This design comes from an exercise in tuning for small area, a short achievable clock period and few clock cycles per item on the open sky130 flow, not from production work. RTL that was checked went through simulation tests only; none was proved equivalent to the original. No functional check of the RTL was part of runs 2 to 5. Power is estimated from default activity; no workload was simulated.

<file path="flow/run.sh">
#!/bin/bash
# synth_recipe.tcl (not shown) runs the flow's synth.tcl, then flattens the netlist and writes it again
# the make line also repeats each setting of config.mk as NAME=value (left out here)
make -C /OpenROAD-flow-scripts/flow DESIGN_CONFIG=/design/flow/config.mk WORK_HOME=/design/flow/orfs CLKGATE_MAP_FILE= SYNTH_SCRIPT=/design/flow/synth_recipe.tcl finish
</file>
<file path="flow/config.mk">
export PLATFORM = sky130hd
export DESIGN_NAME = hashed_core
export DESIGN_NICKNAME = hashed_core
export VERILOG_FILES = /design/flow/design.v
export SDC_FILE = /design/flow/constraint.sdc
export NUM_CORES = 4
export LEC_CHECK = 0
export CAP_MARGIN = 20
export CORE_MARGIN = 2
export CORE_UTILIZATION = 40
export SLEW_MARGIN = 20
</file>
<file path="flow/constraint.sdc">
create_clock -name core_clock -period 10.0 [get_ports {clk}]
set_input_delay 2.0000 -clock core_clock [delete_from_list [all_inputs] [get_ports {clk}]]
set_output_delay 2.0000 -clock core_clock [all_outputs]
set_load 0.01 [all_outputs]
</file>
<file path="flow/design.v">
module hashed_core (
    input  wire        clk,
    input  wire        rst,
    input  wire        cmd_valid,
    output wire        cmd_ready,
    input  wire [7:0]  cmd_op,
    input  wire [31:0] cmd_arg,
    output wire        mem_rd,
    output wire [15:0] mem_addr,
    input  wire [7:0]  mem_rdata,
    output wire [11:0] status,
    output wire [4:0]  digest_count,
    input  wire [4:0]  digest_idx,
    output wire [31:0] digest_data
);
    localparam [15:0] MOD = 16'd65521;
    localparam [1:0] PH_FRESH = 2'd0, PH_ACC = 2'd1, PH_FINAL = 2'd2;
    localparam [7:0] NUL = 8'h00, LF = 8'h0A, CR = 8'h0D;
    localparam QN = 10;
    localparam [2:0] M_DONE = 3'd0, M_ANCHOR = 3'd1, M_SCAN = 3'd2,
                     M_ORD = 3'd3, M_RUN = 3'd4, M_FEMIT = 3'd5;
    reg        ready;
    reg [1:0]  phase;
    reg        fault;
    reg [3:0]  fault_code;
    reg        has_anchor, fin;
    reg [15:0] lo, hi;
    reg [3:0]  ab;              
    reg [15:0] s_lo, s_hi;      
    reg        s_ge8;
    reg [2:0]  mode;
    reg [2:0]  acnt;
    reg [7:0]  rbyte;           
    reg [1:0]  rl;              
    reg        rbig;            
    reg [16:0] left;            
    reg [7:0]  q [0:QN-1];
    reg [3:0]  qn;
    reg        rd;
    reg [15:0] raddr;
    reg [15:0] rrem;            
    reg        vld;             
    reg [31:0] phys [0:19];
    reg [4:0]  h;
    reg [4:0]  len;
    reg [4:0]  cur;
    reg        pend_v;
    reg [31:0] pend;
    reg        seen0;
    reg [4:0]  mc;
    reg        ms;
    assign cmd_ready    = ready;
    assign mem_rd       = rd;
    assign mem_addr     = raddr;
    assign status       = {fault_code, 3'b000, fault, fin, has_anchor, phase};
    assign digest_count = len;
    wire [4:0] rd_pos = (digest_idx >= h) ? digest_idx - h : digest_idx + 5'd20 - h;
    assign digest_data = (digest_idx < len) ? phys[rd_pos] : 32'd0;
    wire [7:0] b   = q[0];
    wire       hv  = (qn != 4'd0);
    wire       cls = (b == NUL) || (b == LF) || (b == CR);
    wire [16:0] lo_sum = {1'b0, lo} + {9'd0, b};
    wire [15:0] lo_n   = (lo_sum >= {1'b0, MOD}) ? lo_sum[15:0] - MOD : lo_sum[15:0];
    wire [16:0] hi_sum = {1'b0, hi} + {1'b0, lo_n};
    wire [15:0] hi_n   = (hi_sum >= {1'b0, MOD}) ? hi_sum[15:0] - MOD : hi_sum[15:0];
    wire [3:0]  ab_n   = ab[3] ? ab : ab + 4'd1;
    wire left_gt8 = (left[16:4] != 13'd0) || (left[3] && left[2:0] != 3'd0);
    wire thr_ok   = fin ? (left != 17'd0) : left_gt8;
    wire last     = (left == 17'd1);
    wire [7:0] r_exp = (rbyte == CR) ? (rl[0] ? LF : CR) : rbyte;
    wire       r_match = (b == r_exp);
    reg        act_absorb, act_ckreset, act_save, act_pop, act_tail;
    reg        em_req;
    reg [31:0] em_val;
    reg [2:0]  mode_n;
    reg        set_anchor;
    reg [1:0]  tail_n;
    always @(*) begin
        act_absorb  = 1'b0;
        act_ckreset = 1'b0;
        act_save    = 1'b0;
        act_pop     = 1'b0;
        act_tail    = 1'b0;
        em_req      = 1'b0;
        em_val      = {hi_n, lo_n};
        mode_n      = mode;
        set_anchor  = 1'b0;
        tail_n      = rl + 2'd1;
        case (mode)
        M_ANCHOR: if (hv) begin
            act_absorb = 1'b1;
            act_pop    = 1'b1;
            if (acnt == 3'd7 || last) begin
                em_req      = 1'b1;
                act_ckreset = 1'b1;
                set_anchor  = 1'b1;
                mode_n      = last ? (fin ? M_FEMIT : M_DONE) : M_SCAN;
            end
        end
        M_SCAN, M_ORD, M_RUN: begin
            if (mode == M_RUN && hv && r_match) begin
                act_pop = 1'b1;
                if (!rbig && rl == 2'd3) begin
                    em_req      = s_ge8;
                    em_val      = {s_hi, s_lo};
                    act_ckreset = 1'b1;
                end else if (!rbig) begin
                    act_absorb = 1'b1;
                end
                if (last) begin
                    act_tail = !fin && (rbig || rl == 2'd3) && (tail_n != 2'd0);
                    mode_n   = fin ? M_FEMIT : M_DONE;
                end
            end else if (mode == M_ORD && hv && !cls) begin
                act_absorb = 1'b1;
                act_pop    = 1'b1;
                if (last)
                    mode_n = fin ? M_FEMIT : M_DONE;
            end else if (mode == M_SCAN && !thr_ok) begin
                mode_n = fin ? M_FEMIT : M_DONE;
            end else if (hv) begin
                if (!thr_ok) begin
                    mode_n = fin ? M_FEMIT : M_DONE;
                end else begin
                    act_absorb = 1'b1;
                    act_pop    = 1'b1;
                    act_save   = cls;
                    mode_n     = last ? (fin ? M_FEMIT : M_DONE) : (cls ? M_RUN : M_ORD);
                end
            end
        end
        M_FEMIT: begin
            em_req = ab[3];
            em_val = {hi, lo};
            mode_n = M_DONE;
        end
        default: ;
        endcase
    end
    wire stall = em_req && pend_v;
    wire [31:0] head = phys[0];
    wire [31:0] xsrc = (h == 5'd19) ? pend : phys[1];
    wire        cmp  = (head == pend);
    wire        h_lt_len = (h < len);
    wire        full = (len == 5'd20);
    reg  [31:0] tail_in;
    reg         op_done, op_append;
    reg         sweep_first;
    always @(*) begin
        tail_in     = head;
        op_done     = 1'b0;
        op_append   = 1'b0;
        sweep_first = 1'b0;
        if (pend_v) begin
            if (!full) begin
                if (h_lt_len && cmp) begin
                    op_done = 1'b1;
                end else if (h == len && (seen0 || h == 5'd0)) begin
                    tail_in   = pend;
                    op_done   = 1'b1;
                    op_append = 1'b1;
                end
            end else if (ms) begin
                tail_in = xsrc;
                op_done = (h == 5'd19);
            end else if (mc != 5'd20) begin
                op_done = cmp;
            end else if (h == cur) begin
                tail_in     = head ^ xsrc;
                sweep_first = 1'b1;
                op_done     = (cur == 5'd19);
            end
        end
    end
    wire pend_v_n = (pend_v && !op_done) || (em_req && !pend_v);
    integer k;
    always @(posedge clk) begin
        for (k = 0; k < 19; k = k + 1)
            phys[k] <= phys[k+1];
        phys[19] <= tail_in;
    end
    always @(posedge clk) begin
        if (rst) begin
            h      <= 5'd0;
            len    <= 5'd0;
            cur    <= 5'd1;
            pend_v <= 1'b0;
        end else begin
            h <= (h == 5'd19) ? 5'd0 : h + 5'd1;
            if (pend_v) begin
                seen0 <= seen0 || (h == 5'd0);
                if (mc != 5'd20)
                    mc <= mc + 5'd1;
                if (sweep_first)
                    ms <= 1'b1;
                if (op_append)
                    len <= len + 5'd1;
                if (full && op_done && (ms || sweep_first))
                    cur <= (cur == 5'd19) ? 5'd1 : cur + 5'd1;
                if (op_done)
                    pend_v <= 1'b0;
            end else if (em_req) begin
                pend_v <= 1'b1;
                pend   <= em_val;
                seen0  <= 1'b0;
                mc     <= 5'd0;
                ms     <= 1'b0;
            end
            if (ready && cmd_valid && is_init) begin
                len    <= 5'd0;
                cur    <= 5'd1;
            end
        end
    end
    wire is_init  = (cmd_op == 8'h01) && (cmd_arg == 32'd0);
    wire is_upd   = (cmd_op == 8'h02) && (cmd_arg[31:16] == 16'd0);
    wire is_final = (cmd_op == 8'h03) && (cmd_arg == 32'd0);
    wire legal    = is_init || is_upd || is_final;
    wire fire     = ready && cmd_valid;
    wire [15:0] arg_len = cmd_arg[15:0];
    wire [16:0] n_upd   = {13'd0, qn} + {1'b0, arg_len};
    wire start_upd = fire && !(fault && !is_init) && legal && !is_init &&
                     phase != PH_FINAL && is_upd && arg_len != 16'd0;
    wire start_fin = fire && !(fault && !is_init) && legal && !is_init &&
                     phase != PH_FINAL && is_final;
    wire       go      = !stall;
    wire       pop     = act_pop && go;
    wire       tail_wr = act_tail && go;
    wire [15:0] rrem_n = rd ? rrem - 16'd1 : rrem;
    wire        space  = ({1'b0, qn} + {4'd0, vld} + {4'd0, rd}) <= (QN - 1);
    wire        rd_n   = (rrem_n != 16'd0) && space;
    wire [3:0]  wpos   = qn - {3'd0, pop};
    wire [2:0]  mode_next = go ? mode_n : mode;
    wire done_n = (mode_next == M_DONE) && (rrem_n == 16'd0) && !rd && !pend_v_n;
    wire [7:0] tpat0 = (rbyte == CR) ? CR : rbyte;
    wire [7:0] tpat1 = (rbyte == CR) ? LF : rbyte;
    always @(posedge clk) begin
        if (tail_wr) begin
            q[0] <= tpat0;
            q[1] <= tpat1;
            q[2] <= tpat0;
        end else begin
            for (k = 0; k < QN; k = k + 1) begin
                if (vld && wpos == k)
                    q[k] <= mem_rdata;
                else if (pop)
                    q[k] <= (k == QN - 1) ? q[k] : q[k+1];
            end
        end
    end
    always @(posedge clk) begin
        if (rst) begin
            ready      <= 1'b1;
            phase      <= PH_FRESH;
            fault      <= 1'b0;
            fault_code <= 4'd0;
            has_anchor <= 1'b0;
            fin        <= 1'b0;
            lo         <= 16'd1;
            hi         <= 16'd0;
            ab         <= 4'd0;
            mode       <= M_DONE;
            qn         <= 4'd0;
            rd         <= 1'b0;
            rrem       <= 16'd0;
            vld        <= 1'b0;
            left       <= 17'd0;
        end else if (ready) begin
            if (fire) begin
                if (fault && !is_init) begin
                end else if (!legal) begin
                    fault      <= 1'b1;
                    fault_code <= 4'd1;
                end else if (is_init) begin
                    phase      <= PH_FRESH;
                    fault      <= 1'b0;
                    fault_code <= 4'd0;
                    has_anchor <= 1'b0;
                    fin        <= 1'b0;
                    lo         <= 16'd1;
                    hi         <= 16'd0;
                    ab         <= 4'd0;
                    qn         <= 4'd0;
                end else if (phase == PH_FINAL) begin
                    fault      <= 1'b1;
                    fault_code <= 4'd2;
                end else if (is_upd) begin
                    if (arg_len != 16'd0) begin
                        phase <= PH_ACC;
                        ready <= 1'b0;
                        rd    <= 1'b1;
                        raddr <= 16'd0;
                        rrem  <= arg_len;
                        left  <= n_upd;
                        acnt  <= 3'd0;
                        mode  <= has_anchor ? M_SCAN :
                                 (n_upd >= 17'd8) ? M_ANCHOR : M_DONE;
                    end
                end else begin
                    fin   <= 1'b1;
                    phase <= PH_FINAL;
                    ready <= 1'b0;
                    left  <= {13'd0, qn};
                    acnt  <= 3'd0;
                    mode  <= has_anchor ? M_SCAN :
                             (qn != 4'd0) ? M_ANCHOR : M_FEMIT;
                end
            end
        end else begin
            rd   <= rd_n;
            vld  <= rd;
            rrem <= rrem_n;
            if (rd)
                raddr <= raddr + 16'd1;
            if (tail_wr)
                qn <= {2'b00, tail_n};
            else
                qn <= qn + {3'd0, vld} - {3'd0, pop};
            if (go) begin
                mode <= mode_n;
                if (act_pop)
                    left <= tail_wr ? {15'd0, tail_n} : left - 17'd1;
                if (mode == M_ANCHOR && act_pop)
                    acnt <= acnt + 3'd1;
                if (set_anchor)
                    has_anchor <= 1'b1;
                if (act_save) begin
                    s_lo  <= lo;
                    s_hi  <= hi;
                    s_ge8 <= ab[3];
                    rbyte <= b;
                    rl    <= 2'd1;
                    rbig  <= 1'b0;
                end else if (mode == M_RUN && act_pop) begin
                    rl <= rl + 2'd1;
                    if (rl == 2'd3)
                        rbig <= 1'b1;
                end
                if (act_ckreset) begin
                    lo <= 16'd1;
                    hi <= 16'd0;
                    ab <= 4'd0;
                end else if (act_absorb) begin
                    lo <= lo_n;
                    hi <= hi_n;
                    ab <= ab_n;
                end
            end
            if (done_n)
                ready <= 1'b1;
        end
    end
endmodule
</file>
==> notes.md, run 1 <==
- Status: no timing/DRC/antenna violations
- Clock slew at reported path FFs: 60 ps
- Hold Vio Cnt, Final: 0
- Layout fillers: 8188
- Cell count after placement: 4497
- Core footprint: 88510 um^2
- Vias: 25989
- Hold_sp: phys[17][4]
- WS Path Type: in -> out
- Leak: 14.66 nW
- WL/cell: 20.91 um
- Worst setup EP type: output port
- Rel. slew slack: 30.12%
- Post-synthesis sequential area ratio: 56.76%
- Slew Viols, Final: 0
- Least-Margin Pin Slew: 1022 ps
- Post-route clock period utilization: 89.27%
- Setup crit start kind: input port
- Root Buffer: clkbuf_16
- Synth Area in Adders: 3.264%
- Layout Nets: 3572
- Area Growth Syn to Fin: 15.93%
- Most frequent cells in the layout: dfxtp_1 (741), nor2_1 (269), nand2_1 (211)
- Hold Crit Depth: 0
- Worst EP arrival: 6930 ps
- Flop-to-flop setup slack: 1980 ps
- Initial antenna violation count: 0
- Synth Area in Compound Gates: 17.44%
- Largest net degree at the start of global routing: 70
- Synth cell types: 94
- Setup violations, final: 0
- Row Count: 109
- Post-synthesis xor/xnor area fraction: 3.719%
- Clock Sinks: 924
- Synth Area in Simple Gates: 12.26%
- PwrDens: 184.4 nW/um^2
- Synth top area share: 41.49%
- WHS Endpoint: phys[16][4]
- Die Height: 303.2 um
- CP max FO: 13
- R2R Path Start: q[0][0]
- First-pass GRT wire length: 151800 um
- Layout cells sized above 1: 9.374%
- Post-synth ARST share: 0%
- Grt total ovfl: 0
- EDFF count, synth: 182
- Post-Layout Cell Count: 4664
- MaxCap Viol Count: 0
- Layout Skew: 45.65 ps
- Cell Int Power: 5.910 mW
- Avg Inst Size Synth: 10.71 um^2
- Most common cell after layout, fill and taps aside: dfxtp_1
- Clock Power Share: 46.4%
- NetSw: 1.743 mW
- Switch share: 22.78%
- Worst-skew pair later-pin latency: 680 ps
- Sum Neg Setup Slack: 0 ps
- RSZ-0062 raised after global routing: false
- PortBufs: 117
- Max VDD drop: 0.1396 mV
- Routed Antenna Nets: 0
- Die X-Extent: 303.2 um
- GPL Wtd Cong: 0.8413
- Synth area leaders: dfxtp_1 (41%), edfxtp_1 (15%), a22oi_1 (4.4%)
- Cell count of the worst reg-to-reg path: 23
- Post-Syn Area: 35800 um^2
- DRC: 0
- Worst EP required: 8000 ps
- FF+latch count, synth: 924
- Synth Flop Type: dfxtp_1
- Iter 0 DRT Violations: 2082
- Post-synthesis mux area share: 3.593%
- Io pins: 123
- Fin crit period: 8927 ps
- Antenna fix cells: 0
- Combinational power share: 4.0%
- Max Clock Freq: 112.0 MHz
- Clock tree from TritonCTS: yes
- Synth area leader: dfxtp_1
- H-tree levels: 3
- Gr usage total: 21.00%
- Total Wirelength: 97520 um
- DR vias/cell: 5.572
- CTS Hold Buffers Added: 0
- Inserted Clock Buffers: 93
- DRT Pass-1 Iters: 7
- Ys Warns: 3
- HPWL after DPL: 64390 um
- Maximum root-to-sink buffer count: 3
- Largest family of logic cells by synthesized area: compound AO/OA/AOI/OAI gates
- Cts repair resizes: 0
- Sequential power share: 49.6%
- Vias in the first global route: 25790
- Reg-to-Reg End: pend[18]
- Post-CTS setup buffer count: 0
- Initial Util: 40.45%
- Post-Syn Instances: 3343
- Die ar.: 91910 um^2
- Worst Hold Class: reg -> reg
## power groups by stage
stage	combinational, mW	sequential [mW]	clock (mW)
2_1_floorplan	0.145	3.88	0
3_3_place_gp	0.300	3.88	0
3_5_place_dp	0.302	3.88	0
4_1_cts	0.302	3.80	3.61
5_1_grt	0.320	3.80	3.76
6_report	0.303	3.80	3.55
## cells in the mapped netlist, types with 9 or more instances
cell type	n
and3_1	40
o211ai_1	10
o31ai_1	11
o21ai_0	192
a21oi_1	132
a222oi_1	22
o21a_1	14
fa_1	9
edfxtp_1	182
buf_4	11
nor3_1	43
a211oi_1	14
ha_1	79
nor3b_1	12
inv_1	73
nand2_1	211
o22ai_1	11
and4_1	9
nand3_1	68
mux2_2	52
nand2b_1	14
nor2_1	286
and2_1	10
dfxtp_1	742
a221oi_1	67
a31oi_1	39
a21o_1	21
a22oi_1	210
nor4_1	26
nand4_1	48
or2_2	12
buf_1	23
buf_2	10
mux2i_1	70
nor2b_1	50
a2111oi_0	10
nand3b_1	9
clkbuf_1	146
or3_1	16
a22o_1	78
xor2_1	63
xnor2_1	89
## kinds of logic after synthesis
| logic type | count (synthesis) |
|---|---|
| DFF | 924 |
| AOI/OAI and AO/OA | 898 |
| and+or+nand+nor | 892 |
| buffers and inverters | 266 |
| xor gates and xnor gates | 152 |
| muxes | 122 |
| adders and majority gates | 88 |
| other | 1 |
## how the worst max path moves through the flow
stage               cells after the start              end  slack (ps)           from
finish                                 15  digest_data[22]        1070  digest_idx[0]
global route                           15  digest_data[22]         720  digest_idx[0]
CTS                                    16   digest_data[5]        1060  digest_idx[0]
detailed placement                     16   digest_data[5]        1060  digest_idx[0]
global placement                       16   digest_data[5]        1070  digest_idx[0]
floorplan                              13  digest_data[21]        2960  digest_idx[1]
## area by class of cell
cell class | instances | area [um^2] | area share (%)
well taps | 1165 | 1458 | 3.512
clock inverters | 36 | 424.2 | 1.022
clock buffers | 130 | 2741 | 6.605
flip-flops and latches | 924 | 20320 | 48.96
multi-input cells | 2157 | 14610 | 35.21
repair buffers | 177 | 1664 | 4.010
inverters | 75 | 281.5 | 0.6783
## per-layer routing
layer	GRT usage, %	wire [um]
met1	28.00	44290
met2	35.63	46550
met3	2.649	4230
met4	6.287	2451
met5	0	0
## critical path, cell delays in order
cell and delay (ps):
clkdlybuf4s50_1 450, inv_1 60, ha_1 540, nand2b_1 160, a31oi_1 130, o21ai_0 330
mux2i_1 470, nand4_1 480, nor2_4 690, buf_4 360, a22o_1 180, a21oi_1 40
and3_1 160, a31oi_1 250, clkdlybuf4s50_1 590
## per-stage QoR
stage / total power [mW] / hold slack (ps) / utilization (%) / area (um^2) / worst slack (ps)
4_1_cts: 7.704 / 320.9 / 46.88 / 41500 / 1061
5_1_grt: 7.873 / 325.8 / 46.89 / 41500 / 718.0
3_3_place_gp: 4.179 / 331.5 / 43.29 / 38320 / 1075
3_5_place_dp: 4.180 / 334.2 / 43.31 / 38330 / 1057
6_report: 7.653 / 320.4 / 46.89 / 41500 / 1073
2_1_floorplan: 4.021 / 325.7 / - / 35820 / 2963
## sequential cells by signal, summed over array words and instances (netlist names), 5 cells and up
name	count
phys	640
q	80
pend	32
left	17
hi	16
lo	16
raddr	16
rrem	16
s_hi	16
s_lo	16
rbyte	8
cur	5
h	5
len	5
mc	5
Testbench counts, summed over its fixed seeds: cycles 64,485, bytes 55,928.
==> inputs of run 2 (changes only) <==
--- a/flow/design.v
+++ b/flow/design.v
@@ -17,5 +17,5 @@
     localparam [1:0] PH_FRESH = 2'd0, PH_ACC = 2'd1, PH_FINAL = 2'd2;
     localparam [7:0] NUL = 8'h00, LF = 8'h0A, CR = 8'h0D;
-    localparam QN = 10;
+    localparam QN = 9;
     localparam [2:0] M_DONE = 3'd0, M_ANCHOR = 3'd1, M_SCAN = 3'd2,
                      M_ORD = 3'd3, M_RUN = 3'd4, M_FEMIT = 3'd5;
@@ -34,5 +34,4 @@
     reg [1:0]  rl;              
     reg        rbig;            
-    reg [16:0] left;            
     reg [7:0]  q [0:QN-1];
     reg [3:0]  qn;
@@ -65,7 +64,10 @@
     wire [15:0] hi_n   = (hi_sum >= {1'b0, MOD}) ? hi_sum[15:0] - MOD : hi_sum[15:0];
     wire [3:0]  ab_n   = ab[3] ? ab : ab + 4'd1;
-    wire left_gt8 = (left[16:4] != 13'd0) || (left[3] && left[2:0] != 3'd0);
-    wire thr_ok   = fin ? (left != 17'd0) : left_gt8;
-    wire last     = (left == 17'd1);
+    wire [5:0] left_lo  = {2'b00, rrem[3:0]} + {2'b00, qn} + {5'd0, vld};
+    wire       rrem_hi  = (rrem[15:4] != 12'd0);
+    wire       left_gt8 = rrem_hi || (left_lo > 6'd8);
+    wire       left_nz  = rrem_hi || (left_lo != 6'd0);
+    wire       thr_ok   = fin ? left_nz : left_gt8;
+    wire       last     = !rrem_hi && (left_lo == 6'd1);
     wire [7:0] r_exp = (rbyte == CR) ? (rl[0] ? LF : CR) : rbyte;
     wire       r_match = (b == r_exp);
@@ -228,5 +230,5 @@
     wire       tail_wr = act_tail && go;
     wire [15:0] rrem_n = rd ? rrem - 16'd1 : rrem;
-    wire        space  = ({1'b0, qn} + {4'd0, vld} + {4'd0, rd}) <= (QN - 1);
+    wire        space  = ({1'b0, qn} + {4'd0, vld} + {4'd0, rd}) <= (QN - 1 + pop);
     wire        rd_n   = (rrem_n != 16'd0) && space;
     wire [3:0]  wpos   = qn - {3'd0, pop};
@@ -265,5 +267,4 @@
             rrem       <= 16'd0;
             vld        <= 1'b0;
-            left       <= 17'd0;
         end else if (ready) begin
             if (fire) begin
@@ -292,5 +293,4 @@
                         raddr <= 16'd0;
                         rrem  <= arg_len;
-                        left  <= n_upd;
                         acnt  <= 3'd0;
                         mode  <= has_anchor ? M_SCAN :
@@ -301,5 +301,4 @@
                     phase <= PH_FINAL;
                     ready <= 1'b0;
-                    left  <= {13'd0, qn};
                     acnt  <= 3'd0;
                     mode  <= has_anchor ? M_SCAN :
@@ -319,6 +318,4 @@
             if (go) begin
                 mode <= mode_n;
-                if (act_pop)
-                    left <= tail_wr ? {15'd0, tail_n} : left - 17'd1;
                 if (mode == M_ANCHOR && act_pop)
                     acnt <= acnt + 3'd1;
--- a/flow/config.mk
+++ b/flow/config.mk
@@ -9,3 +9,4 @@
 export CORE_MARGIN = 2
 export CORE_UTILIZATION = 40
+export SETUP_SLACK_MARGIN = 5
 export SLEW_MARGIN = 20
==> notes.md, run 2 <==
- Gr usage total: 23.65% (+2.6 points)
- EDFF count, synth: 174 (-4.4%)
- Synth area leader: dfxtp_1
- Vias in the first global route: 27152 (+5.3%)
- Die Height: 301.8 um (-0.44%)
- Row Count: 109 (unchanged)
- Maximum root-to-sink buffer count: 3 (unchanged)
- CP max FO: 7 (-6)
- Post-synthesis mux area share: 3.784% (+0.19 points)
- Max VDD drop: 0.1743 mV (+25%)
- WL/cell: 23.02 um (+10%)
- Worst EP arrival: 5250 ps (-1680 ps)
- Die X-Extent: 301.8 um (-0.44%)
- Initial Util: 40.27% (-0.17 points)
- Ys Warns: 3 (unchanged)
- Largest net degree at the start of global routing: 65 (-7.1%)
- Status: no timing/DRC/antenna violations
- Clock Sinks: 899 (-2.7%)
- Setup crit start kind: input port
- Layout Skew: 55.80 ps (+10.15 ps)
- Io pins: 123 (unchanged)
- Synth top area share: 40.91% (-0.59 points)
- WS Path Type: in -> out
- DRT Pass-1 Iters: 7 (unchanged)
- FF+latch count, synth: 899 (-2.7%)
- CTS Hold Buffers Added: 0 (unchanged)
- HPWL after DPL: 67580 um (+5.0%)
- Antenna fix cells: 0 (unchanged)
- Most common cell after layout, fill and taps aside: dfxtp_1
- Synth Area in Simple Gates: 12.09% (-0.17 points)
- DR vias/cell: 5.738 (+3.0%)
- Post-synthesis sequential area ratio: 55.63% (-1.1 points)
- Worst-skew pair later-pin latency: 680 ps (about the same)
- Most frequent cells in the layout: dfxtp_1 (721), a21oi_1 (200), nand2_1 (192)
- Post-Syn Instances: 3270 (-2.2%)
- Worst setup EP type: output port
- Synth cell types: 105 (+12%)
- Post-Syn Area: 35480 um^2 (-0.89%)
- Worst EP required: 8000 ps (about the same)
- Total Wirelength: 111100 um (+14%)
- Layout Nets: 3730 (+4.4%)
- Hold Vio Cnt, Final: 0 (unchanged)
- Initial antenna violation count: 2 (+2)
- MaxCap Viol Count: 0 (unchanged)
- Inserted Clock Buffers: 93 (unchanged)
- Largest family of logic cells by synthesized area: compound AO/OA/AOI/OAI gates
- GPL Wtd Cong: 0.8694 (+3.3%)
- Clock slew at reported path FFs: 60 ps (about the same)
- Layout cells sized above 1: 22.23% (+13 points)
- Worst Hold Class: reg -> reg
- Synth Area in Compound Gates: 18.92% (+1.5 points)
- Setup violations, final: 0 (unchanged)
- Max Clock Freq: 137.9 MHz (+23%)
- Post-route clock period utilization: 72.50% (-17 points)
- Root Buffer: clkbuf_16
- Die ar.: 91100 um^2 (-0.88%)
- Max reg flops: 640 (unchanged)
- Core footprint: 88100 um^2 (-0.46%)
- Cell count after placement: 4435 (-1.4%)
- Post-synthesis xor/xnor area fraction: 3.036% (-0.68 points)
- Synth Area in Adders: 3.442% (+0.18 points)
- Post-Layout Cell Count: 4826 (+3.5%)
- Rel. slew slack: 40.33% (+10 points)
- Synth Flop Type: dfxtp_1
- Iter 0 DRT Violations: 2409 (+16%)
- Routed Antenna Nets: 0 (unchanged)
- Fin crit period: 7250 ps (-1677 ps)
- Most frequent cell after synthesis: dfxtp_1
- Top flop regs: phys (640), q (72), pend (32)
- Clock tree from TritonCTS: yes
- PortBufs: 117 (unchanged)
- PwrDens: 176.4 nW/um^2 (-4.3%)
- Slew Viols, Final: 0 (unchanged)
- Synth top cells by count: dfxtp_1 (725), a21oi_1 (209), nand2_1 (206)
- Leak: 16.47 nW (+12%)
- Sum Neg Setup Slack: 0 ps (unchanged)
- Vias: 27692 (+6.6%)
- Post-synth ARST share: 0% (unchanged)
- Synth area leaders: dfxtp_1 (41%), edfxtp_1 (15%), a21oi_1 (2.9%)
- RSZ-0062 raised after global routing: true
- H-tree levels: 3 (unchanged)
- Register with the most flip-flops: phys
- First-pass GRT wire length: 166700 um (+9.8%)
- Avg Inst Size Synth: 10.85 um^2 (+1.3%)
- DRC: 0 (unchanged)
- Least-Margin Pin Slew: 895.0 ps (-126.8 ps)
- Grt total ovfl: 0 (unchanged)
- Area Growth Syn to Fin: 27.74%
run 2: cell count changes in the layout (fill, tap and decap cells not counted), moves of 50 or more:
cell / change
a22oi_1: -88
o21ai_0: -101
buf_6: +59
xnor2_1: -50
buf_4: +112
a21oi_1: +68
nor2_1: -101
run 2: layout make-up:
type                            count  area, um^2
Fill cell                        7759       42780
Sequential cell                   899       19740
Inverter                           84       322.8
Multi-Input combinational cell   2117       16520
Clock buffer                      130        2700
Tap cell                         1165        1458
Timing Repair Buffer              388        3999
Clock inverter                     43       583.1
run 2: logic make-up after synthesis:
group	Yosys count
flops	899
fa+ha+maj	91
other cells	1
mux	126
simple gates	819
compound gates	945
buf+inv	266
xor+xnor	123
run 2: stage by stage:
stage / utilization, % / hold slack [ps] / total power, mW / worst slack (ps) / instance area [um^2]
final: 51.45 / 313.1 / 7.996 / 2750 / 45320
after global routing: 51.45 / 321.6 / 8.187 / 2675 / 45320
after CTS: 50.38 / 318.2 / 7.967 / 2746 / 44390
after detailed placement: 43.66 / 332.5 / 4.161 / 952.6 / 38460
after global placement: 43.66 / 328.1 / 4.159 / 1022 / 38460
after floorplan: - / 323.1 / 3.992 / 3216 / 36230
run 2: final timing paths:
check	start	end	slack, ps	cells past startpoint
hold / removal	phys[10][9]	phys[9][9]	310	0
hold reg to reg	phys[10][9]	phys[9][9]	310	0
setup / recovery	digest_idx[1]	digest_data[9]	2750	16
setup reg to reg	q[0][1]	pend[24]	3460	25
run 2: per-layer routing:
| layer | vias up | routed length (um) | GRT usage (%) |
|---|---|---|---|
| li1 | 12950 | - | - |
| met1 | 13629 | 47500 | 31.06 |
| met2 | 905 | 53310 | 39.91 |
| met3 | 206 | 6755 | 3.670 |
| met4 | 2 | 3523 | 7.661 |
| met5 | - | 11 | 0 |
run 2: worst max-delay path: stages:
cell and delay (ps):
buf_8 100, ha_4 260, ha_4 170, fa_2 530, o211ai_1 90, buf_4 160
buf_4 130, o21a_4 160, nor4_4 400, and2_4 260, buf_12 150, buf_12 140
a222oi_1 90, and3_1 180, a31oi_4 290, buf_6 150
run 2: report_power, final:
group	internal, mW	leakage, nW	switching, mW
Combinational	0.258	7.41	0.363
Clock	2.16	1.63	1.51
Sequential	3.69	7.43	0.0111
Total	6.11	16.5	1.88
run 2: repair_timing:
| action | 4_1_cts | 5_1_grt |
|---|---|---|
| gates resized for setup | 389 | 117 |
| gates cloned | 13 | 1 |
| setup endpoints to repair | 195 | 228 |
| buffers inserted | 160 | 44 |
| pin swaps | 129 | 104 |
==> inputs of run 3 (changes only) <==
--- a/flow/design.v
+++ b/flow/design.v
@@ -19,5 +19,5 @@
     localparam QN = 9;
     localparam [2:0] M_DONE = 3'd0, M_ANCHOR = 3'd1, M_SCAN = 3'd2,
-                     M_ORD = 3'd3, M_RUN = 3'd4, M_FEMIT = 3'd5;
+                     M_ORD = 3'd3, M_RUN = 3'd4, M_FEMIT = 3'd5, M_AEMIT = 3'd6;
     reg        ready;
     reg [1:0]  phase;
@@ -41,5 +41,5 @@
     reg        vld;             
     reg [31:0] phys [0:19];
-    reg [4:0]  h;
+    reg [2:0]  g;               
     reg [4:0]  len;
     reg [4:0]  cur;
@@ -47,5 +47,5 @@
     reg [31:0] pend;
     reg        seen0;
-    reg [4:0]  mc;
+    reg [2:0]  mc;
     reg        ms;
     assign cmd_ready    = ready;
@@ -54,6 +54,22 @@
     assign status       = {fault_code, 3'b000, fault, fin, has_anchor, phase};
     assign digest_count = len;
-    wire [4:0] rd_pos = (digest_idx >= h) ? digest_idx - h : digest_idx + 5'd20 - h;
-    assign digest_data = (digest_idx < len) ? phys[rd_pos] : 32'd0;
+    reg  [19:0] sel;
+    reg  [4:0]  gsel;
+    reg  [2:0]  glab;
+    reg  [31:0] dd;
+    integer m, a, jj;
+    always @(*) begin
+        for (m = 0; m < 5; m = m + 1) begin
+            glab = (g + m >= 5) ? g + m - 5 : g + m;
+            gsel[m] = (digest_idx[4:2] == glab);
+            for (jj = 0; jj < 4; jj = jj + 1)
+                sel[4*m+jj] = gsel[m] && (digest_idx[1:0] == jj) &&
+                              ({glab, 2'b00} + jj < len);
+        end
+        dd = 32'd0;
+        for (m = 0; m < 20; m = m + 1)
+            dd = dd | (phys[m] & {32{sel[m]}});
+    end
+    assign digest_data = dd;
     wire [7:0] b   = q[0];
     wire       hv  = (qn != 4'd0);
@@ -61,6 +77,8 @@
     wire [16:0] lo_sum = {1'b0, lo} + {9'd0, b};
     wire [15:0] lo_n   = (lo_sum >= {1'b0, MOD}) ? lo_sum[15:0] - MOD : lo_sum[15:0];
-    wire [16:0] hi_sum = {1'b0, hi} + {1'b0, lo_n};
-    wire [15:0] hi_n   = (hi_sum >= {1'b0, MOD}) ? hi_sum[15:0] - MOD : hi_sum[15:0];
+    wire [17:0] t0 = {2'b00, hi} + {2'b00, lo} + {10'd0, b};
+    wire [18:0] t1 = {1'b0, t0} - {3'b000, MOD};
+    wire [18:0] t2 = {1'b0, t0} - {2'b00, MOD, 1'b0};
+    wire [15:0] hi_n = !t2[18] ? t2[15:0] : !t1[18] ? t1[15:0] : t0[15:0];
     wire [3:0]  ab_n   = ab[3] ? ab : ab + 4'd1;
     wire [5:0] left_lo  = {2'b00, rrem[3:0]} + {2'b00, qn} + {5'd0, vld};
@@ -85,5 +103,5 @@
         act_tail    = 1'b0;
         em_req      = 1'b0;
-        em_val      = {hi_n, lo_n};
+        em_val      = {hi, lo};
         mode_n      = mode;
         set_anchor  = 1'b0;
@@ -93,10 +111,13 @@
             act_absorb = 1'b1;
             act_pop    = 1'b1;
-            if (acnt == 3'd7 || last) begin
-                em_req      = 1'b1;
-                act_ckreset = 1'b1;
-                set_anchor  = 1'b1;
-                mode_n      = last ? (fin ? M_FEMIT : M_DONE) : M_SCAN;
-            end
+            if (acnt == 3'd7 || last)
+                mode_n = M_AEMIT;
+        end
+        M_AEMIT: begin
+            em_req      = 1'b1;
+            em_val      = {hi, lo};
+            act_ckreset = 1'b1;
+            set_anchor  = 1'b1;
+            mode_n      = M_SCAN;
         end
         M_SCAN, M_ORD, M_RUN: begin
@@ -141,35 +162,52 @@
     end
     wire stall = em_req && pend_v;
-    wire [31:0] head = phys[0];
-    wire [31:0] xsrc = (h == 5'd19) ? pend : phys[1];
-    wire        cmp  = (head == pend);
-    wire        h_lt_len = (h < len);
+    wire [31:0] hw [0:3];
+    wire [31:0] nw [0:3];
+    assign hw[0] = phys[0];
+    assign hw[1] = phys[1];
+    assign hw[2] = phys[2];
+    assign hw[3] = phys[3];
+    assign nw[0] = phys[1];
+    assign nw[1] = phys[2];
+    assign nw[2] = phys[3];
+    assign nw[3] = (g == 3'd4) ? pend : phys[4];
+    wire [4:0] sbase = {g, 2'b00};
+    reg  [3:0] hitv;
+    reg  [31:0] tail_in [0:3];
+    reg         op_done, op_append, sweep_first, sweep_any;
     wire        full = (len == 5'd20);
-    reg  [31:0] tail_in;
-    reg         op_done, op_append;
-    reg         sweep_first;
+    wire        in_grp = (g == len[4:2]);
+    wire        hit = |hitv;
+    integer j;
     always @(*) begin
-        tail_in     = head;
+        for (j = 0; j < 4; j = j + 1) begin
+            hitv[j]    = (hw[j] == pend) && ((sbase + j) < len);
+            tail_in[j] = hw[j];
+        end
         op_done     = 1'b0;
         op_append   = 1'b0;
         sweep_first = 1'b0;
+        sweep_any   = 1'b0;
         if (pend_v) begin
             if (!full) begin
-                if (h_lt_len && cmp) begin
+                if (hit) begin
                     op_done = 1'b1;
-                end else if (h == len && (seen0 || h == 5'd0)) begin
-                    tail_in   = pend;
+                end else if (in_grp && (seen0 || g == 3'd0)) begin
+                    tail_in[len[1:0]] = pend;
                     op_done   = 1'b1;
                     op_append = 1'b1;
                 end
-            end else if (ms) begin
-                tail_in = xsrc;
-                op_done = (h == 5'd19);
-            end else if (mc != 5'd20) begin
-                op_done = cmp;
-            end else if (h == cur) begin
-                tail_in     = head ^ xsrc;
-                sweep_first = 1'b1;
-                op_done     = (cur == 5'd19);
+            end else if (mc != 3'd5) begin
+                op_done = hit;
+            end else if (ms || g == cur[4:2]) begin
+                sweep_first = !ms;
+                sweep_any   = 1'b1;
+                op_done     = (g == 3'd4);
+                for (j = 0; j < 4; j = j + 1) begin
+                    if (ms || (sbase + j) > cur)
+                        tail_in[j] = nw[j];
+                    else if ((sbase + j) == cur)
+                        tail_in[j] = hw[j] ^ nw[j];
+                end
             end
         end
@@ -178,25 +216,26 @@
     integer k;
     always @(posedge clk) begin
-        for (k = 0; k < 19; k = k + 1)
-            phys[k] <= phys[k+1];
-        phys[19] <= tail_in;
+        for (k = 0; k < 16; k = k + 1)
+            phys[k] <= phys[k+4];
+        for (k = 0; k < 4; k = k + 1)
+            phys[16+k] <= tail_in[k];
     end
     always @(posedge clk) begin
         if (rst) begin
-            h      <= 5'd0;
+            g      <= 3'd0;
             len    <= 5'd0;
             cur    <= 5'd1;
             pend_v <= 1'b0;
         end else begin
-            h <= (h == 5'd19) ? 5'd0 : h + 5'd1;
+            g <= (g == 3'd4) ? 3'd0 : g + 3'd1;
             if (pend_v) begin
-                seen0 <= seen0 || (h == 5'd0);
-                if (mc != 5'd20)
-                    mc <= mc + 5'd1;
+                seen0 <= seen0 || (g == 3'd0);
+                if (mc != 3'd5)
+                    mc <= mc + 3'd1;
                 if (sweep_first)
                     ms <= 1'b1;
                 if (op_append)
                     len <= len + 5'd1;
-                if (full && op_done && (ms || sweep_first))
+                if (sweep_any && op_done)
                     cur <= (cur == 5'd19) ? 5'd1 : cur + 5'd1;
                 if (op_done)
@@ -206,5 +245,5 @@
                 pend   <= em_val;
                 seen0  <= 1'b0;
-                mc     <= 5'd0;
+                mc     <= 3'd0;
                 ms     <= 1'b0;
             end
--- a/flow/config.mk
+++ b/flow/config.mk
@@ -8,5 +8,5 @@
 export CAP_MARGIN = 20
 export CORE_MARGIN = 2
-export CORE_UTILIZATION = 40
-export SETUP_SLACK_MARGIN = 5
+export CORE_UTILIZATION = 60
+export SETUP_SLACK_MARGIN = 4.2
 export SLEW_MARGIN = 20
==> notes.md, run 3 <==
- Max Clock Freq: 155.5 MHz (+13%)
- Vias: 34225 (+24%)
- Die X-Extent: 260.4 um (-14%)
- Crit path max-delay family: compound AO/OA/AOI/OAI gates
- Post-synthesis sequential area ratio: 49.78% (-5.9 points)
- Most common cell after layout, fill and taps aside: dfxtp_1
- Layout fillers: 4732 (-39%)
- Leak: 17.49 nW (+6.2%)
- DR vias/cell: 6.768 (+18%)
- Maximum root-to-sink buffer count: 3 (unchanged)
- Worst-skew pair later-pin latency: 670 ps (about the same)
- FF+latch count, synth: 895 (-0.44%)
- Max reg flops: 640 (unchanged)
- Setup crit start kind: input port
- Post-Syn Area: 39450 um^2 (+11%)
- Rel. slew slack: 27.16% (-13 points)
- Status: no timing/DRC/antenna violations
- WS Path Type: in -> out
- Core footprint: 65390 um^2 (-26%)
- Slew Viols, Final: 0 (unchanged)
- Root Buffer: clkbuf_16
- Setup violations, final: 0 (unchanged)
- Least-Margin Pin Slew: 1091 ps (+196.2 ps)
- Layout Nets: 4306 (+15%)
- First-pass GRT wire length: 207700 um (+25%)
- Routing usage on met2: 64.15% (+24 points)
- Clock Sinks: 895 (-0.44%)
- GPL Wtd Cong: 0.9598 (+10%)
- PortBufs: 117 (unchanged)
- Iter 0 DRT Violations: 3985 (+65%)
- Synth area leaders: dfxtp_1 (37%), edfxtp_1 (13%), nand2_1 (5.4%)
- Clock slew at reported path FFs: 60 ps (about the same)
- H-tree levels: 3 (unchanged)
- Fin crit period: 6431 ps (-819.4 ps)
- Initial Util: 60.33% (+20 points)
- Die Height: 260.4 um (-14%)
- Row Count: 94 (-14%)
- Post-route clock period utilization: 64.31% (-8.2 points)
- Hold slack: 332.8 ps (+19.72 ps)
- Multi-input logic area: 19460 um^2 (+18%)
- Met1 Use GR: 49.40% (+18 points)
- Routed Antenna Nets: 0 (unchanged)
- CP dominant cell by count: buf_12
- Worst EP required: 8000 ps (about the same)
- Synth top cells by count: dfxtp_1 (723), nand2_1 (567), o21ai_0 (221)
- Worst Hold Class: reg -> reg
- Crit-path cells: buf_12 > xnor2_4 > nor2_2 > nand2_2 > o21ai_2 > a21oi_2 > a2111oi_4 > buf_4 > o211a_4 > buf_12 > buf_12 > a222oi_1 > nand4_1 > or3_4 > buf_6
- Placed instance area: 41230 um^2 (+7.2%)
- Most frequent cells in the layout: dfxtp_1 (718), nand2_1 (562), o21ai_0 (214)
- Grt total ovfl: 0 (unchanged)
- MaxCap Viol Count: 0 (unchanged)
- Ys Warns: 4 (+1)
- Synth Flop Type: dfxtp_1
- Met3 Usage GRT: 10.67% (+7.0 points)
- Antenna fix cells: 0 (unchanged)
- Initial antenna violation count: 1 (-1)
- Post-Syn Instances: 3976 (+22%)
- Worst setup EP type: output port
- Layout Skew: 40.47 ps (-15.33 ps)
- Cell area after layout: 46850 um^2 (+3.4%)
- Inserted Clock Buffers: 90 (-3.2%)
- Die ar.: 67820 um^2 (-26%)
- Hold Vio Cnt, Final: 0 (unchanged)
- FF+latch area: 19660 um^2 (-0.45%)
- Top flop regs: phys (640), q (72), pend (32)
- Max VDD drop: 0.1575 mV (-9.6%)
- PwrDens: 161.5 nW/um^2 (-8.4%)
- Post-synth ARST share: 0% (unchanged)
- RSZ-0062 raised after global routing: true
- Largest net degree at the start of global routing: 76 (+17%)
- Area Growth Syn to Fin: 18.76%
- Synth area leader: dfxtp_1
- GR peak layer: met2
- DRT Pass-1 Iters: 9 (+2)
- CP bufs+invs: 5 (-1)
- Critical path's slowest cell: or3_4
- Register with the most flip-flops: phys
- Synth cell types: 99 (-5.7%)
- Avg Inst Size Synth: 9.923 um^2 (-8.6%)
- Synth top area share: 36.69% (-4.2 points)
- Sum Neg Setup Slack: 0 ps (unchanged)
- Vias in the first global route: 33026 (+22%)
- Io pins: 123 (unchanged)
- Most frequent cell after synthesis: dfxtp_1
- HPWL after DPL: 83640 um (+24%)
- CP max FO: 5 (-2)
- WL/cell: 28.23 um (+23%)
- Layout cells sized above 1: 15.65% (-6.6 points)
- Clock tree from TritonCTS: yes
- Gr usage total: 40.71% (+17 points)
- Worst EP arrival: 4430 ps (-820 ps)
- DRC: 0 (unchanged)
- EDFF count, synth: 172 (-1.1%)
- Total Wirelength: 142800 um (+28%)
- Crit path largest cell delay: 410 ps (-120 ps)
==> run 3: layout make-up <==
cell class	instances	area share (%)
Timing Repair Buffer	313	7.288
Sequential cell	895	41.95
Clock buffer	120	5.413
Inverter	69	0.5688
Tap cell	864	2.307
Clock inverter	41	0.9320
Multi-Input combinational cell	2755	41.54
==> run 3: final timing paths <==
check,from,to,slack (ps),cells past startpoint
setup / recovery,digest_idx[3],digest_data[23],3570,15
hold / removal,phys[8][4],phys[4][4],330,0
setup reg to reg,len[2],phys[19][12],4280,12
hold reg to reg,phys[8][4],phys[4][4],330,0
==> run 3: timing repair <==
item,CTS,global route
pin swaps,86,62
endpoints found under the hold margin,0,0
endpoints found under the setup margin,48,104
hold buffers,0,0
resized for setup,346,86
setup buffers,108,18
cloned,14,2
==> run 3: cells by family after synthesis <==
logic type | count (synthesis) | synth area share [%]
compound gates | 1023 | 18.11
xor+xnor | 336 | 7.459
fa+ha+maj | 127 | 4.326
buf+inv | 332 | 3.530
flops | 895 | 49.78
mux | 112 | 3.073
other cells | 1 | 0.009505
simple gates | 1150 | 13.72
==> run 3: stage by stage <==
| step | setup slack (ps) | power, mW | std cells | util [%] |
|---|---|---|---|---|
| finish | 3569 | 7.569 | 5057 | 71.65 |
| global route | 3514 | 7.724 | 5057 | 71.65 |
| CTS | 3722 | 7.495 | 5037 | 70.77 |
| detailed placement | 1908 | 4.054 | 4754 | 63.05 |
| global placement | 1935 | 4.048 | 4754 | 63.05 |
| floorplan | 4030 | 3.938 | 3980 | - |
==> run 3: where the power goes <==
group          leakage [nW]  switching, mW  internal (mW)
clock network          1.47           1.49           1.93
registers              7.43         0.0100           3.67
logic                  8.59          0.286          0.187
total                  17.5           1.79           5.78
==> run 3: routing by layer <==
layer / up-vias / part of all wire (%)
li1: 14721 / -
met1: 16567 / 37
met2: 2237 / 45
met3: 698 / 11
met4: 2 / 7.7
met5: - / 0.0091
==> inputs of run 4 (changes only) <==
--- a/flow/config.mk
+++ b/flow/config.mk
@@ -9,4 +9,5 @@
 export CORE_MARGIN = 2
 export CORE_UTILIZATION = 60
+export CTS_BUF_LIST = sky130_fd_sc_hd__clkbuf_4 sky130_fd_sc_hd__clkbuf_8
 export SETUP_SLACK_MARGIN = 4.2
 export SLEW_MARGIN = 20
==> notes.md, run 4 <==
- Worst setup margin: 3514 ps (-54.97 ps)
- Initial Util: 60.33% (unchanged)
- Slew Viols, Final: 0 (unchanged)
- Synth Area in Adders: 4.326% (unchanged)
- Synth Area in Compound Gates: 18.11% (unchanged)
- EDFF count, synth: 172 (unchanged)
- Setup violations, final: 0 (unchanged)
- Rel. slew slack: 22.66% (-4.5 points)
- Crit path max-delay family: buffers and inverters
- DRC: 0 (unchanged)
- Initial antenna violation count: 4 (+3)
- Post-synthesis sequential area ratio: 49.78% (unchanged)
- Area Growth Syn to Fin: 17.85%
- CP bufs+invs: 5 (unchanged)
- Largest family of logic cells by synthesized area: compound AO/OA/AOI/OAI gates
- Most frequent cells in the layout: dfxtp_1 (718), nand2_1 (563), o21ai_0 (214)
- Clock tree from TritonCTS: yes
- Grt total ovfl: 0 (unchanged)
- Routed Antenna Nets: 0 (unchanged)
- Core footprint: 65390 um^2 (unchanged)
- Vias in the first global route: 33166 (+0.42%)
- Most common cell after layout, fill and taps aside: dfxtp_1
- HPWL after DPL: 83640 um (unchanged)
- Layout cells sized above 1: 16.61% (+0.97 points)
- Setup crit start kind: input port
- Synth area leader: dfxtp_1
- CP max FO: 13 (+8)
- Post-Syn Area: 39450 um^2 (unchanged)
- Avg Inst Size Synth: 9.923 um^2 (unchanged)
- Clock Sinks: 895 (unchanged)
- PwrDens: 161.8 nW/um^2 (+0.15%)
- Synth Flop Type: dfxtp_1
- Synth top area share: 36.69% (unchanged)
- Die Height: 260.4 um (unchanged)
- MaxCap Viol Count: 0 (unchanged)
- Die ar.: 67820 um^2 (unchanged)
- Max VDD drop: 0.1169 mV (-26%)
- Crit-path cells: buf_6 > xnor2_4 > nor2_1 > nand2_1 > o21ai_1 > a21oi_2 > a2111oi_4 > buf_4 > o211a_4 > buf_12 > buf_6 > a22oi_1 > nand4_1 > or3_4 > dlygate4sd2_1
- Post-Syn Instances: 3976 (unchanged)
- WL/cell: 27.43 um (-2.8%)
- FF+latch count, synth: 895 (unchanged)
- Max Clock Freq: 154.2 MHz (-0.85%)
- WS Path Type: in -> out
- Post-synthesis mux area share: 3.073% (unchanged)
- Top flop regs: phys (640), q (72), pend (32)
- Post-synthesis xor/xnor area fraction: 7.459% (unchanged)
- Beginning of the critical path: digest_idx[3]
- Total Wirelength: 140600 um (-1.5%)
- Register with the most flip-flops: phys
- Ys Warns: 4 (unchanged)
- H-tree levels: 4 (+1)
- Place WS: 1908 ps (unchanged)
- Clock slew at reported path FFs: 60 ps (about the same)
- Least-Margin Pin Slew: 1156 ps (+64.82 ps)
- Die X-Extent: 260.4 um (unchanged)
- GPL Wtd Cong: 0.9598 (unchanged)
- PortBufs: 117 (unchanged)
- Gr usage total: 40.08% (-0.63 points)
- Most frequent cell after synthesis: dfxtp_1
- Synth Area in Simple Gates: 13.72% (unchanged)
- Fin crit period: 6486 ps (+54.97 ps)
- Inserted Clock Buffers: 142 (+58%)
- Row Count: 94 (unchanged)
- Io pins: 123 (unchanged)
- Worst EP required: 8000 ps (about the same)
- Synth cell types: 99 (unchanged)
- CP dominant cell by count: buf_6
- Post-route clock period utilization: 64.86% (+0.55 points)
- Hold_sp: phys[13][4]
- DR vias/cell: 6.689 (-1.2%)
- R2R Path Start: len[2]
- Critical path's slowest cell: or3_4
- Synth top cells by count: dfxtp_1 (723), nand2_1 (567), o21ai_0 (221)
- Maximum root-to-sink buffer count: 3 (unchanged)
- Post-synth ARST share: 0% (unchanged)
- Worst setup EP type: output port
- Sum Neg Setup Slack: 0 ps (unchanged)
- Worst EP arrival: 4490 ps (+60 ps)
- Root Buffer: clkbuf_8
- Layout Skew: 51.50 ps (+11.03 ps)
- Status: no timing/DRC/antenna violations
- Layout fillers: 4870 (+2.9%)
- DRT Pass-1 Iters: 8 (-1)
- Worst Hold Class: reg -> reg
- Vias: 34281 (+0.16%)
- Iter 0 DRT Violations: 4210 (+5.6%)
- Worst-skew pair later-pin latency: 830 ps (+160 ps)
- Synth area leaders: dfxtp_1 (37%), edfxtp_1 (13%), nand2_1 (5.4%)
- Hold Vio Cnt, Final: 0 (unchanged)
- Largest net degree at the start of global routing: 76 (unchanged)
- Max reg flops: 640 (unchanged)
- Layout Nets: 4325 (+0.44%)
- Crit path largest cell delay: 420 ps (about the same)
- First-pass GRT wire length: 204200 um (-1.7%)
- Leak: 17.40 nW (-0.48%)
- RSZ-0062 raised after global routing: true
run 4: cell counts after synthesis:
Identical to the previous run, type by type.
run 4: where the power goes:
| group | leakage (nW) | switching, mW | internal (mW) |
|---|---|---|---|
| Sequential | 7.43 | 0.00984 | 3.67 |
| Clock | 1.62 | 1.51 | 1.88 |
| Combinational | 8.35 | 0.275 | 0.179 |
run 4: what timing repair did:
| item | CTS | global route |
|---|---|---|
| hold buffers | 0 | 0 |
| hold endpoints to repair | 0 | 0 |
| pin swaps | 62 | 55 |
| setup endpoints to repair | 40 | 104 |
| setup buffers | 73 | 25 |
| gates resized for setup | 297 | 71 |
| cloned | 10 | 1 |
run 4: cells by family (layout without fill, tap and decap cells):
group,count (synthesis),count (layout)
other,1,10
DFF,895,895
xor gates and xnor gates,336,336
and+or+nand+nor,1150,1151
adders and majority gates,127,127
AOI/OAI and AO/OA,1023,1024
buffers and inverters,332,606
muxes,112,112
run 4: worst paths after layout:
check	to	slack (ps)	cells after the start
worst max-delay path	digest_data[17]	3510	15
worst min-delay path	phys[9][4]	330	0
worst max register to register	phys[18][0]	4250	11
worst min register to register	phys[9][4]	330	0
run 4: area by class of cell:
type                            instances  area [um^2]  share of cell area (%)
Sequential cell                       895        19660                   42.27
Multi-Input combinational cell       2755        19400                   41.73
Timing Repair Buffer                  280         2977                   6.402
Clock buffer                          219         2739                   5.890
Tap cell                              864         1081                   2.325
Clock inverter                         38        361.6                  0.7777
Inverter                               69        266.5                  0.5732
Antenna cell                            5        12.51                 0.02691
run 4: per-stage QoR:
step / hold WS, ps / power (mW) / util [%] / area (um^2) / instances
after global routing: 340.1 / 7.702 / 71.09 / 46490 / 5122
after detailed placement: 336.9 / 4.054 / 63.05 / 41230 / 4754
final: 331.0 / 7.523 / 71.10 / 46500 / 5125
after CTS: 328.4 / 7.481 / 70.25 / 45940 / 5094
after global placement: 333.3 / 4.048 / 63.05 / 41230 / 4754
after floorplan: 329.8 / 3.938 / - / 39670 / 3980
run 4: worst register-to-register path, delay by kind of cell, from the launching register on:
| kind | cells | cell delay [ps] |
|---|---|---|
| and+or+nand+nor | 8 | 3540 |
| DFF | 1 | 690 |
| AOI/OAI and AO/OA | 1 | 570 |
| buffers and inverters | 1 | 400 |
| adders and majority gates | 1 | 390 |
run 4: routing by layer:
layer  vias to the layer above  share of wire [%]  GRT usage (%)
met3                       639                 11          10.04
met1                     16592                 37          49.05
met2                      2243                 45          63.02
met5                         -             0.0071              0
li1                      14805                  -              -
met4                         2                6.9          26.22
==> inputs of run 5 (changes only) <==
--- a/flow/design.v
+++ b/flow/design.v
@@ -18,4 +18,8 @@
     localparam [7:0] NUL = 8'h00, LF = 8'h0A, CR = 8'h0D;
     localparam QN = 9;
+    localparam W  = 2;
+    localparam WB = (W == 1) ? 1 : (W == 2) ? 1 : 2;
+    localparam NG = 20 / W;
+    localparam GB = (NG > 16) ? 5 : (NG > 8) ? 4 : 3;
     localparam [2:0] M_DONE = 3'd0, M_ANCHOR = 3'd1, M_SCAN = 3'd2,
                      M_ORD = 3'd3, M_RUN = 3'd4, M_FEMIT = 3'd5, M_AEMIT = 3'd6;
@@ -41,5 +45,5 @@
     reg        vld;             
     reg [31:0] phys [0:19];
-    reg [2:0]  g;               
+    reg [GB-1:0] g;             
     reg [4:0]  len;
     reg [4:0]  cur;
@@ -47,5 +51,5 @@
     reg [31:0] pend;
     reg        seen0;
-    reg [2:0]  mc;
+    reg [GB-1:0] mc;
     reg        ms;
     assign cmd_ready    = ready;
@@ -55,15 +59,17 @@
     assign digest_count = len;
     reg  [19:0] sel;
-    reg  [4:0]  gsel;
-    reg  [2:0]  glab;
+    wire        idx_ok = (digest_idx < len);
+    reg  [NG-1:0] gsel;
+    reg  [GB:0] glab;
     reg  [31:0] dd;
-    integer m, a, jj;
+    integer m, jj;
     always @(*) begin
-        for (m = 0; m < 5; m = m + 1) begin
-            glab = (g + m >= 5) ? g + m - 5 : g + m;
-            gsel[m] = (digest_idx[4:2] == glab);
-            for (jj = 0; jj < 4; jj = jj + 1)
-                sel[4*m+jj] = gsel[m] && (digest_idx[1:0] == jj) &&
-                              ({glab, 2'b00} + jj < len);
+        for (m = 0; m < NG; m = m + 1) begin
+            glab = g + m;
+            if (glab >= NG)
+                glab = glab - NG;
+            gsel[m] = ((digest_idx / W) == glab);
+            for (jj = 0; jj < W; jj = jj + 1)
+                sel[W*m+jj] = gsel[m] && ((digest_idx % W) == jj) && idx_ok;
         end
         dd = 32'd0;
@@ -162,24 +168,26 @@
     end
     wire stall = em_req && pend_v;
-    wire [31:0] hw [0:3];
-    wire [31:0] nw [0:3];
-    assign hw[0] = phys[0];
-    assign hw[1] = phys[1];
-    assign hw[2] = phys[2];
-    assign hw[3] = phys[3];
-    assign nw[0] = phys[1];
-    assign nw[1] = phys[2];
-    assign nw[2] = phys[3];
-    assign nw[3] = (g == 3'd4) ? pend : phys[4];
-    wire [4:0] sbase = {g, 2'b00};
-    reg  [3:0] hitv;
-    reg  [31:0] tail_in [0:3];
+    wire [31:0] hw [0:W-1];
+    wire [31:0] nw [0:W-1];
+    genvar gj;
+    generate
+        for (gj = 0; gj < W; gj = gj + 1) begin : g_hw
+            assign hw[gj] = phys[gj];
+            if (gj < W - 1)
+                assign nw[gj] = phys[gj+1];
+            else
+                assign nw[gj] = (g == NG - 1) ? pend : phys[W];
+        end
+    endgenerate
+    wire [5:0]  sbase = W * g;
+    reg  [W-1:0] hitv;
+    reg  [31:0] tail_in [0:W-1];
     reg         op_done, op_append, sweep_first, sweep_any;
     wire        full = (len == 5'd20);
-    wire        in_grp = (g == len[4:2]);
+    wire        in_grp = (g == len / W);
     wire        hit = |hitv;
     integer j;
     always @(*) begin
-        for (j = 0; j < 4; j = j + 1) begin
+        for (j = 0; j < W; j = j + 1) begin
             hitv[j]    = (hw[j] == pend) && ((sbase + j) < len);
             tail_in[j] = hw[j];
@@ -193,16 +201,18 @@
                 if (hit) begin
                     op_done = 1'b1;
-                end else if (in_grp && (seen0 || g == 3'd0)) begin
-                    tail_in[len[1:0]] = pend;
+                end else if (in_grp && (seen0 || g == 0)) begin
+                    for (j = 0; j < W; j = j + 1)
+                        if (len % W == j)
+                            tail_in[j] = pend;
                     op_done   = 1'b1;
                     op_append = 1'b1;
                 end
-            end else if (mc != 3'd5) begin
+            end else if (mc != NG) begin
                 op_done = hit;
-            end else if (ms || g == cur[4:2]) begin
+            end else if (ms || g == cur / W) begin
                 sweep_first = !ms;
                 sweep_any   = 1'b1;
-                op_done     = (g == 3'd4);
-                for (j = 0; j < 4; j = j + 1) begin
+                op_done     = (g == NG - 1);
+                for (j = 0; j < W; j = j + 1) begin
                     if (ms || (sbase + j) > cur)
                         tail_in[j] = nw[j];
@@ -216,21 +226,21 @@
     integer k;
     always @(posedge clk) begin
-        for (k = 0; k < 16; k = k + 1)
-            phys[k] <= phys[k+4];
-        for (k = 0; k < 4; k = k + 1)
-            phys[16+k] <= tail_in[k];
+        for (k = 0; k < 20 - W; k = k + 1)
+            phys[k] <= phys[k+W];
+        for (k = 0; k < W; k = k + 1)
+            phys[20-W+k] <= tail_in[k];
     end
     always @(posedge clk) begin
         if (rst) begin
-            g      <= 3'd0;
+            g      <= 0;
             len    <= 5'd0;
             cur    <= 5'd1;
             pend_v <= 1'b0;
         end else begin
-            g <= (g == 3'd4) ? 3'd0 : g + 3'd1;
+            g <= (g == NG - 1) ? 0 : g + 1;
             if (pend_v) begin
-                seen0 <= seen0 || (g == 3'd0);
-                if (mc != 3'd5)
-                    mc <= mc + 3'd1;
+                seen0 <= seen0 || (g == 0);
+                if (mc != NG)
+                    mc <= mc + 1;
                 if (sweep_first)
                     ms <= 1'b1;
@@ -245,5 +255,5 @@
                 pend   <= em_val;
                 seen0  <= 1'b0;
-                mc     <= 3'd0;
+                mc     <= 0;
                 ms     <= 1'b0;
             end
--- a/flow/config.mk
+++ b/flow/config.mk
@@ -9,5 +9,4 @@
 export CORE_MARGIN = 2
 export CORE_UTILIZATION = 60
-export CTS_BUF_LIST = sky130_fd_sc_hd__clkbuf_4 sky130_fd_sc_hd__clkbuf_8
-export SETUP_SLACK_MARGIN = 4.2
+export SETUP_SLACK_MARGIN = 4.3
 export SLEW_MARGIN = 20
==> notes.md, run 5 <==
- Hold slack: 313.3 ps (-17.68 ps)
- Top flop regs: phys (640), q (72), pend (32)
- Least-Margin Pin Slew: 1208 ps (+52.24 ps)
- Post-Syn Area: 36750 um^2 (-6.8%)
- Synth area leaders: dfxtp_1 (39%), edfxtp_1 (14%), nand2_1 (4.1%)
- Most frequent cells in the layout: dfxtp_1 (719), nand2_1 (394), edfxtp_1 (173)
- Iter 0 DRT Violations: 4034 (-4.2%)
- Die Height: 251.5 um (-3.4%)
- Switch share: 23.04% (-0.75 points)
- Slew Viols, Final: 0 (unchanged)
- Die ar.: 63250 um^2 (-6.7%)
- Post-route clock period utilization: 65.89% (+1.0 points)
- Core footprint: 60470 um^2 (-7.5%)
- Synth Flop Type: dfxtp_1
- Largest net degree at the start of global routing: 80 (+5.3%)
- Synth top cells by count: dfxtp_1 (724), nand2_1 (400), nor2_1 (177)
- Sequential power share: 47.9% (-1.0 points)
- Cell area after layout: 45600 um^2 (-1.9%)
- WS Path Type: in -> out
- Row Count: 90 (-4.3%)
- Layout fillers: 3972 (-18%)
- DRT Pass-1 Iters: 10 (+2)
- Register with the most flip-flops: phys
- Clock tree from TritonCTS: yes
- WL/cell: 27.06 um (-1.4%)
- Die X-Extent: 251.5 um (-3.4%)
- PwrDens: 169.1 nW/um^2 (+4.5%)
- GR peak layer: met2
- Layout cells sized above 1: 19.00% (+2.4 points)
- Clock Power Share: 46.2% (+1.1 points)
- Vias: 31301 (-8.7%)
- Clock slew at reported path FFs: 60 ps (about the same)
- Gr usage total: 38.27% (-1.8 points)
- Combinational power share: 5.9% (about the same)
- Layout Nets: 3992 (-7.7%)
- Area Growth Syn to Fin: 24.06%
- Maximum root-to-sink buffer count: 3 (unchanged)
- Post-synthesis sequential area ratio: 53.57% (+3.8 points)
- Tot Pwr: 7.709 mW (+2.5%)
- Vias in the first global route: 30467 (-8.1%)
- Max VDD drop: 0.1550 mV (+33%)
- Post-Layout Cell Count: 4674 (-8.8%)
- Initial antenna violation count: 5 (+1)
- NetSw: 1.776 mW (-0.76%)
- HPWL after DPL: 71100 um (-15%)
- Status: no timing/DRC/antenna violations
- Synth cell types: 99 (unchanged)
- Worst-skew pair later-pin latency: 690 ps (-140 ps)
- Root Buffer: clkbuf_16
- Worst EP required: 8000 ps (about the same)
- Most frequent cell after synthesis: dfxtp_1
- Placed instance area: 38890 um^2 (-5.7%)
- Synth top area share: 39.44% (+2.7 points)
- Max reg flops: 640 (unchanged)
- Routed Antenna Nets: 0 (unchanged)
- Worst setup EP type: output port
- Avg Inst Size Synth: 10.45 um^2 (+5.3%)
- Met3 Usage GRT: 9.522% (-0.52 points)
- Post-Syn Instances: 3516 (-12%)
- DR vias/cell: 6.697 (+0.12%)
- RSZ-0062 raised after global routing: true
- Cell Int Power: 5.933 mW (+3.5%)
- Hold Vio Cnt, Final: 0 (unchanged)
- H-tree levels: 3 (-1)
- Total Wirelength: 126500 um (-10%)
- Synth area leader: dfxtp_1
- CP max FO: 6 (-7)
- Setup violations, final: 0 (unchanged)
- Sum Neg Setup Slack: 0 ps (unchanged)
- Crit path largest cell delay: 500 ps (+80 ps)
- DRC: 0 (unchanged)
- Leak: 17.26 nW (-0.84%)
- Fin crit period: 6589 ps (+102.9 ps)
- FF+latch count, synth: 897 (+0.22%)
- Clock Sinks: 897 (+0.22%)
- Post-synth ARST share: 0% (unchanged)
- Met1 Use GR: 47.76% (-1.3 points)
- GPL Wtd Cong: 0.9243 (-3.7%)
- Critical path's slowest cell: a222oi_1
- EDFF count, synth: 173 (+0.58%)
- First-pass GRT wire length: 184900 um (-9.5%)
- Io pins: 123 (unchanged)
- Grt total ovfl: 0 (unchanged)
- Layout Skew: 64.40 ps (+12.90 ps)
- Most common cell after layout, fill and taps aside: dfxtp_1
- MaxCap Viol Count: 0 (unchanged)
- Max Clock Freq: 151.8 MHz (-1.6%)
- Crit-path cells: buf_8 > ha_4 > a21o_1 > a21o_1 > a21o_1 > a21boi_4 > buf_6 > buf_6 > a22o_1 > a222oi_1 > nand4_1 > nor2_1 > nand3_2 > buf_6
- Worst EP arrival: 4590 ps (+100 ps)
- Ys Warns: 4 (unchanged)
- Worst Hold Class: reg -> reg
- Routing usage on met2: 60.51% (-2.5 points)
- Inserted Clock Buffers: 89 (-37%)
- Setup crit start kind: input port
- Cell count after placement: 4287 (-9.8%)
- Rel. slew slack: 19.45% (-3.2 points)
- Initial Util: 60.78% (+0.45 points)
- PortBufs: 117 (unchanged)
==> run 5: critical path, delay by kind of cell <==
kind | cells | cell delay, ps
AND/OR/NAND/NOR | 3 | 460
buffers and inverters | 4 | 510
AO/OA/AOI/OAI | 6 | 1360
adder cells (fa/ha/maj) | 1 | 250
==> run 5: power by group through the flow <==
stage	sequential [mW]	clock (mW)	combinational, mW
after floorplan	3.77	0	0.189
after global placement	3.78	0	0.287
after detailed placement	3.78	0	0.293
after CTS	3.69	3.56	0.397
after global routing	3.70	3.71	0.469
final	3.70	3.56	0.455
==> run 5: area by class of cell <==
cell class,instances,area (um^2),area share [%]
Sequential cell,897,19700,43.21
Inverter,75,296.5,0.6504
Timing Repair Buffer,374,4188,9.185
Tap cell,782,978.4,2.146
Clock buffer,120,2474,5.425
Antenna cell,2,5.005,0.01098
Multi-Input combinational cell,2378,17270,37.87
Clock inverter,46,685.7,1.504
==> run 5: metrics by stage <==
stage                     worst slack (ps)  utilization (%)
after global routing                  3340            75.39
after detailed placement              1535            64.31
after global placement                1572            64.26
final                                 3411            75.40
after floorplan                       3997                -
after CTS                             3509            74.08
==> run 5: what timing repair did <==
action | 4_1_cts | 5_1_grt
hold buffers | 0 | 0
resized for setup | 391 | 88
pin swaps | 115 | 85
setup endpoints to repair | 40 | 124
buffers inserted | 157 | 36
cloned | 19 | 5
==> run 5: cell families after synthesis <==
| family | count (synthesis) | share of synthesized area [%] |
|---|---|---|
| flops | 897 | 53.57 |
| simple gates | 972 | 12.57 |
| other cells | 1 | 0.01020 |
| compound gates | 931 | 17.76 |
| xor+xnor | 232 | 5.570 |
| fa+ha+maj | 121 | 4.446 |
| buf+inv | 253 | 2.849 |
| mux | 109 | 3.224 |
==> run 5: final timing paths <==
path / from / to / slack (ps) / depth (start not counted)
setup / recovery: digest_idx[1] / digest_data[1] / 3410 / 14
hold / removal: phys[10][30] / phys[8][30] / 310 / 0
setup reg to reg: qn[2] / q[6][5] / 4720 / 18
hold reg to reg: phys[10][30] / phys[8][30] / 310 / 0
==> run 5: per-layer routing <==
metal	part of all wire (%)	up-vias
met3	11	570
met5	0.0071	-
met1	38	15172
met4	6.8	2
li1	-	13550
met2	45	2007

[static timing again, ports no longer ideal]
Ports are ideal in the flow. The routed layouts listed here were re-timed in OpenROAD. Step 1: set_driving_cell puts a clkbuf_16 on clk and a buf_2 on each other input, an assumption about the parent block. Step 2, shift: input delay + t, output delay - t, t = (earliest + latest rising clock arrival at the registers) / 2. This alone moves slack from input paths to output paths. a / b / c = no drivers / after step 1 / after step 2; a / b = the first two.
| run | shift t [ns] | setup WS [ns] | hold WS [ns] | latest minus earliest clock arrival (ns) | slew at the worst register clock pin (ns) |
|---|---|---|---|---|---|
| run 1 | 0.720 | 1.073 / 1.051 / 1.051 | 0.320 / 0.320 / 0.320 | 0.050 / 0.050 | 0.07 / 0.07 |
| run 2 | 0.715 | 2.750 / 2.700 / 2.700 | 0.313 / 0.313 / 0.313 | 0.057 / 0.056 | 0.07 / 0.07 |
| run 3 | 0.724 | 3.569 / 3.521 / 3.521 | 0.333 / 0.333 / 0.333 | 0.040 / 0.041 | 0.07 / 0.07 |
| run 4 | 0.860 | 3.514 / 3.467 / 3.482 | 0.331 / 0.331 / 0.331 | 0.056 / 0.056 | 0.07 / 0.07 |
| run 5 | 0.723 | 3.411 / 3.369 / 3.369 | 0.313 / 0.313 / 0.313 | 0.068 / 0.068 | 0.07 / 0.07 |
After both steps setup and hold are still met in every run listed. For run 2, which loses most, drivers alone change the setup slack by -0.050 ns; drivers and shift together by -0.050 ns.
